From an optimization exercise on the open Yosys and OpenROAD flow, aimed at small area and a short achievable clock period; shortcuts taken in it are not production practice.
At most, simulation tests tie the RTL to the original design; equivalence was not proved.
Power and IR drop assume default switching activity.

==> inputs of xenon <==
// daisy_core
module daisy_core (
    input  wire       clk,
    input  wire       rst,
    input  wire       op_valid,
    input  wire [3:0] op,
    output reg        cmd_ready,
    output reg        rx_active,
    output reg        hop_request,
    output reg        rdata_valid,
    output wire [7:0] rdata,
    output reg        radio_req,
    output wire       radio_channel,
    output reg        sink_byte_valid,
    output wire [7:0] sink_byte,
    output reg        sink_commit,
    output reg        sink_begin,
    output wire       sink_begin_chan
);
==> flow/config.mk <==
export PLATFORM = sky130hd
export DESIGN_NAME = daisy_core
export DESIGN_NICKNAME = daisy_core
export VERILOG_FILES = /design/flow/design.v
export SDC_FILE = /design/flow/constraint.sdc
export NUM_CORES = 4
export LEC_CHECK = 0
export CAP_MARGIN = 20
export CORE_MARGIN = 2
export CORE_UTILIZATION = 40
export SETUP_SLACK_MARGIN = 1.6
export SLEW_MARGIN = 20
==> flow/constraint.sdc <==
create_clock -name core_clock -period 3.5 [get_ports {clk}]
set_input_delay 0.7000 -clock core_clock [delete_from_list [all_inputs] [get_ports {clk}]]
set_output_delay 0.7000 -clock core_clock [all_outputs]
set_load 0.01 [all_outputs]
standard.sh (not shown) runs the stock make flow with config.mk's settings and CLKGATE_MAP_FILE= SYNTH_SCRIPT=/design/flow/synth_recipe.tcl, a recipe that flattens the netlist after the stock synthesis.
==> flow/flow/run.sh <==
#!/bin/bash
# ORFS layout through the standard.sh, with these changes:
#  - synthesis may not use the slow many-input OR / NOR cells (added to the
#    platform's don't-use list);
#  - ports are buffered with buf_4 instead of the smallest buffer the resizer picks;
#  - timing repair may swap a cell for one with another footprint.
# Each tool's output goes to a log file of its own in this folder.
set -euo pipefail
BASE=$(make -s -C "$FLOW_HOME" DESIGN_CONFIG="$PWD/config.mk" WORK_HOME="$PWD/orfs" print-DONT_USE_CELLS 2>/dev/null \
       | sed -n 's/^DONT_USE_CELLS: //p' | tail -1)
SLOW=""
for c in or3_1 or3_2 or3_4 or3b_1 or3b_2 or3b_4 or4_1 or4_2 or4_4 or4b_1 or4b_2 or4b_4 \
         or4bb_1 or4bb_2 or4bb_4 nor4_1 nor4_2 nor4_4 nor4b_1 nor4b_2 nor4b_4 nor4bb_1 nor4bb_2 nor4bb_4; do
  SLOW="$SLOW sky130_fd_sc_hd__$c"
done
echo "DONT_USE_CELLS=$BASE $SLOW" > dont_use.log
bash standard.sh "DONT_USE_CELLS=$BASE $SLOW" synth > synth.log 2>&1
bash standard.sh "DONT_USE_CELLS=$BASE $SLOW" MATCH_CELL_FOOTPRINT=0 \
  "BUFFER_PORTS_ARGS=-buffer_cell sky130_fd_sc_hd__buf_4" finish > layout.log 2>&1
==> inputs of juniper, as changes to xenon <==
--- a/flow/design.v
+++ b/flow/design.v
@@ -27,14 +27,14 @@
     assign pl     = (phase == 3'd5);
     assign in_hop = (phase == 3'd6);
     wire b         = win[8];
     wire stuff_due = &win[7:3];
     wire c7        = (cnt[2:0] == 3'd7);
     wire flag_w = (win[15:9] == 7'b1111110);
-    wire pre_w  = (win[15:1] == 15'h5555) & (cnt[4] | (cnt[3:0] == 4'd15));
-    wire hop_w  = cnt[4] | cnt[3] | (cnt[2] & (cnt[1] | cnt[0]));
+    wire pre_w  = (win[15:1] == 15'h5555) & (cnt >= 10'd15);
+    wire hop_w  = (cnt >= 10'd5);
     assign fl0 = flag_w & prev_e;
     assign fl1 = flag_w & ~prev_e;
     assign pr0 = pre_w & prev_e;
     assign pr1 = pre_w & ~prev_e;
     assign hc0 = hop_w & (~prev_e == win[15]);
     assign hc1 = hop_w & (prev_e == win[15]);
@@ -110,13 +110,12 @@
     wire task_  = op_valid & cmd_ready;
     wire start  = task_ & (op == 4'h2);
     wire stop   = task_ & (op == 4'h3);
     wire serv   = task_ & (op == 4'h4) & in_hop;
     wire read   = task_ & (op[3:2] == 2'b10);
     wire takeer = task_ & (op == 4'hB);
-    wire radio  = op_valid & (op[3:1] == 3'b001 || op == 4'h4);    
     wire fl  = e ? fl1 : fl0;
     wire pr  = e ? pr1 : pr0;
     wire hc  = e ? hc1 : hc0;
     wire d   = ~(prev_e ^ e);
     wire rs  = (nostart & ~fl) | stuff_err | (pl & fl) | noend;    
     wire clr = rs | (wp & pr) | (ws & fl) | pf_end;               
@@ -171,14 +170,13 @@
             chan            <= chan ^ serv;
             if (is_bit)      err <= berr;
             else if (takeer) err <= ERR_NONE;
             if (is_bit & pf_end) tag <= {d, win[15:11]};
             cmd_ready       <= ready_n;
             rx_active       <= done | (rx_active & ~stop);
-            hop_request     <= is_bit ? (cmd_ready & (in_hop | (wp & ~pr & hc)))
-                                      : (hop_request & ~radio);
+            hop_request     <= (phase_n == PH_HOP) & ready_n;
             rdata_valid     <= read;
             radio_req       <= start | serv;
             sink_byte_valid <= is_bit & byte_end;
             sink_commit     <= is_bit & ~stuff_err & pl & fl & crc_ok;
             sink_begin      <= (is_bit & rs) | done;
         end
--- a/flow/config.mk
+++ b/flow/config.mk
@@ -5,8 +5,9 @@
 export SDC_FILE = /design/flow/constraint.sdc
 export NUM_CORES = 4
 export LEC_CHECK = 0
 export CAP_MARGIN = 20
 export CORE_MARGIN = 2
 export CORE_UTILIZATION = 40
-export SETUP_SLACK_MARGIN = 1.6
+export SETUP_SLACK_MARGIN = 1.8
 export SLEW_MARGIN = 20
+export SYNTH_HIERARCHICAL = 1
==> qor summary <==
metric                                                         juniper          xenon
Placeable core region                                    0.009196 mm^2  0.008217 mm^2
Setup slack on the worst flop-to-flop path                     1360 ps        1560 ps
Floorplan die width                                             101 um       95.99 um
Number of multi-input combinational cells in the layout            252            214
Clock net power                                               0.632 mW       0.586 mW
Routed met2 length                                            4.128 mm       3.366 mm
Share of total power in combinational logic                      0.057          0.043
Delay of the slowest critical-path stage                        410 ps         400 ps
Net Sw Frac                                                     0.2564         0.2349
Data required time of the critical path                        3780 ps        3750 ps
CTS resizes                                                         47             32
Clock-cell share                                               0.03690        0.03893
Run status                            no timing/DRC/antenna violations  no timing/DRC/antenna violations
Arrival time of data at the critical path endpoint             2420 ps        2190 ps
Met1 WL                                                       4.032 mm       3.562 mm
Final standard cell area without fillers                 0.004815 mm^2  0.004274 mm^2
WL met3                                                         314 um         196 um
GR met2 Demand/Resource                                         0.2744         0.2500
Die height                                                      101 um       95.99 um
For xenon, only the layout was checked, not whether the RTL still works.

[port drivers added, routing unchanged]
How much do the figures lean on ideal ports? The routed layouts below were timed once more, with nothing changed but the port constraints. Step 1, drivers: a clkbuf_16 drives clk and a buf_2 each remaining input, both assumed. Step 2, shift: input delay + t, output delay - t, t = (earliest + latest rising clock arrival at the registers) / 2. This alone moves slack from input paths to output paths. Three values: ideal, step 1, step 2; two values: the first two.
| run | t, ns | slack for setup (ns) | worst setup path after step 2 |
|---|---|---|---|
| xenon | 0.384 | 1.563 / 1.563 / 1.216 | input to register |
| juniper | 0.380 | 1.356 / 1.356 / 1.176 | input to register |
After both steps setup and hold are still met in every run listed. For xenon, which loses most, drivers alone change the setup slack by 0.000 ns; drivers and shift together by -0.347 ns.
